This design comes from an exercise in tuning for small area, a short achievable clock period and few clock cycles per item on the open sky130 flow, not from production work.
Function was checked by simulation only, so behaviour that the tests miss may differ from the original.

==> flow/design.v (excerpt) <==
module blep_osc (
    input  wire        clk,
    input  wire        rst,         
    input  wire        cfg_we,
    input  wire [2:0]  cfg_addr,
    input  wire [31:0] cfg_data,
    input  wire        in_valid,
    output wire        in_ready,
    output reg         out_valid,
    output reg  [31:0] out_y
);
    localparam [31:0] ONE      = 32'd65536;
    localparam [31:0] F_MIN    = 32'd655;           
    localparam [31:0] F_RST    = 32'd28835840;      
    localparam [31:0] GM_ONE   = 32'd1073741824;    
    localparam [31:0] PW_NORM  = 32'h80000000;      
    localparam [31:0] PW_JC    = 32'd2276332667;    
    localparam integer R = 4;                       
    reg [31:0] freq, target, gsteps, stg_target, stg_mult;
    reg [16:0] gneg, gone, gtwo;     
    reg [8:0]  bneg, bone, btwo;     
    reg [8:0]  sneg, sone, stwo;     
    reg [8:0]  nneg, none, ntwo;     
    function [50:0] benc17(input [31:0] v);
        reg [34:0] b;
        integer k;
        begin
            b = {2'b00, v, 1'b0};
            for (k = 0; k < 17; k = k + 1) begin
  ...
Size: about 18000 cells after synthesis, about 830 flip-flops, about 73 I/O pins, ~140000 um^2 of cells after synthesis.
export LEC_CHECK = 0
export ABC_AREA = 1
export CAP_MARGIN = 20
export CORE_MARGIN = 2
export CORE_UTILIZATION = 40
export SLEW_MARGIN = 20
create_clock -name core_clock -period 20.0 [get_ports {clk}]
standard.sh (not shown) runs the stock make flow with config.mk's settings and CLKGATE_MAP_FILE= SYNTH_SCRIPT=/design/flow/synth_recipe.tcl, a recipe that flattens the netlist after the stock synthesis.
==> flow/flow/run.sh <==
#!/bin/bash
# Standard layout, with the timing repair steps aiming well below the clock
# period (the clock and constraints are unchanged).
set -euo pipefail
bash standard.sh SETUP_SLACK_MARGIN=12 finish > make_finish.log 2>&1
Testbench counts at the start, summed over its fixed seeds: cycles 6,901, samples 4,800.
Edit:
--- a/flow/flow/run.sh
+++ b/flow/flow/run.sh
@@ -5 +5 @@
-bash standard.sh SETUP_SLACK_MARGIN=12 finish > make_finish.log 2>&1
+bash standard.sh SETUP_SLACK_MARGIN=13 finish > make_finish.log 2>&1
- CORE_UTILIZATION: 40 -> 45
Outcome: Setup slack gains 0.42 ns; maximum frequency is higher by 5.8%; via count is higher by 2.9%; clock skew climbs by 0.0092 ns; cell area rises by 5.0%.


Setup of v56:
Another version of the RTL of blep_osc (not shown whole).
For scale: about 830 flip-flops.
Settings: LEC_CHECK=0, ABC_AREA=1, CAP_MARGIN=20, CORE_MARGIN=2, CORE_UTILIZATION=40, SLEW_MARGIN=20; clock period 20.0 ns.
==> flow/flow/run.sh <==
#!/bin/bash
# Standard layout, with the timing repair steps aiming well below the clock
# period (the clock and constraints are unchanged).
set -euo pipefail
bash standard.sh SETUP_SLACK_MARGIN=10.5 finish > make_finish.log 2>&1
Both conditions hold for v56: the flow ran to the end and the final layout passed the timing, DRC and antenna checks.
Testbench counts of v56, summed over its fixed seeds: cycles 6,901, samples 4,800.
Inputs modified between v56 and v39:
--- a/flow/flow/run.sh
+++ b/flow/flow/run.sh
@@ -4,2 +4,2 @@
 set -euo pipefail
-bash standard.sh SETUP_SLACK_MARGIN=10.5 finish > make_finish.log 2>&1
+bash standard.sh SETUP_SLACK_MARGIN=12.5 finish > make_finish.log 2>&1
NOTE: share of post-route cells with drive strength above 1 in v39 exceeds that of v56. Layout clock buffer count (higher): v56. sky130_fd_sc_hd__dfxtp_2 as the cell with the biggest individual delay on the critical path was reported by v39, and sky130_fd_sc_hd__clkinv_1 by v56.
Changes in v59 relative to v39:
# v39
export LEC_CHECK = 0
export ABC_AREA = 1
export CAP_MARGIN = 20
export CORE_MARGIN = 2
export CORE_UTILIZATION = 40
export SLEW_MARGIN = 20
create_clock -name core_clock -period 20.0 [get_ports {clk}]
# v59
export LEC_CHECK = 0
export ABC_AREA = 1
export CAP_MARGIN = 20
export CORE_MARGIN = 2
export CORE_UTILIZATION = 55
export SLEW_MARGIN = 20
create_clock -name core_clock -period 20.0 [get_ports {clk}]
--- a/flow/flow/run.sh
+++ b/flow/flow/run.sh
@@ -4,2 +4,2 @@
 set -euo pipefail
-bash standard.sh SETUP_SLACK_MARGIN=12.5 finish > make_finish.log 2>&1
+bash standard.sh SETUP_SLACK_MARGIN=13 finish > make_finish.log 2>&1
[summary]
v59 went all the way through synthesis, placement and routing and the layout is clean on timing, DRC and antenna.
Between v59 and v39, the area after synthesis does not differ in any meaningful way.
v39 leaves less setup margin than v59.
On post-layout utilization of the core, the higher figure sits with v59, not v39.
For v40, these inputs were changed with respect to v59:
# v59
export LEC_CHECK = 0
export ABC_AREA = 1
export CAP_MARGIN = 20
export CORE_MARGIN = 2
export CORE_UTILIZATION = 55
export SLEW_MARGIN = 20
create_clock -name core_clock -period 20.0 [get_ports {clk}]
# v40
export LEC_CHECK = 0
export ABC_AREA = 1
export CAP_MARGIN = 20
export CORE_MARGIN = 2
export CORE_UTILIZATION = 40
export SLEW_MARGIN = 20
create_clock -name core_clock -period 20.0 [get_ports {clk}]
--- a/flow/flow/run.sh
+++ b/flow/flow/run.sh
@@ -4,2 +4,2 @@
 set -euo pipefail
-bash standard.sh SETUP_SLACK_MARGIN=13 finish > make_finish.log 2>&1
+bash standard.sh SETUP_SLACK_MARGIN=14 finish > make_finish.log 2>&1
Compared to v59, the router laid down more metal wire for v40.
Utilization after layout, v59 and v40: higher on v59
On v40: first-pass GRT wire length is about 3% higher than what v59 gave.
In v40, the sequential share of layout area came out 0.53 points below the value in v59.
Between v59 and v40, final-layout non-clock buffer area share is higher for v40, v59 comes in under that.
v40: non-clock buffer instance count of the final layout is about 30% higher than what v59 reported.

[port drivers added, routing unchanged]
In the flow no input, the clock included, has a driving cell. The finished layouts below were timed again as built, in two steps. Step 1 sets driving cells, clkbuf_16 on the clock port and buf_2 on the other inputs (assumed; they add their load-dependent delay and slew). Step 2 times the ports against the registers' clock, not the clock port: input delays grow and output delays shrink by t, the midpoint of the rising clock arrivals with the driver on. Slacks: no drivers / after step 1 / after step 2; pairs: no drivers / after step 1.
run	t (ns)	setup slack, ns	worst data-port slew with drivers (ns)
the first run of note 1	0.933	12.277 / 12.277 / 11.669	0.31
the second run of note 1	0.946	12.702 / 12.702 / 12.248	0.09
v56	0.968	10.998 / 10.998 / 10.998	0.06
v39	0.951	12.446 / 12.446 / 11.843	0.07
v59	0.854	12.533 / 12.533 / 12.265	0.17
v40	0.967	12.365 / 12.365 / 12.365	0.31
After both steps setup and hold are still met in every run listed. For the first run of note 1, which loses most, drivers alone change the setup slack by 0.000 ns; drivers and shift together by -0.608 ns.
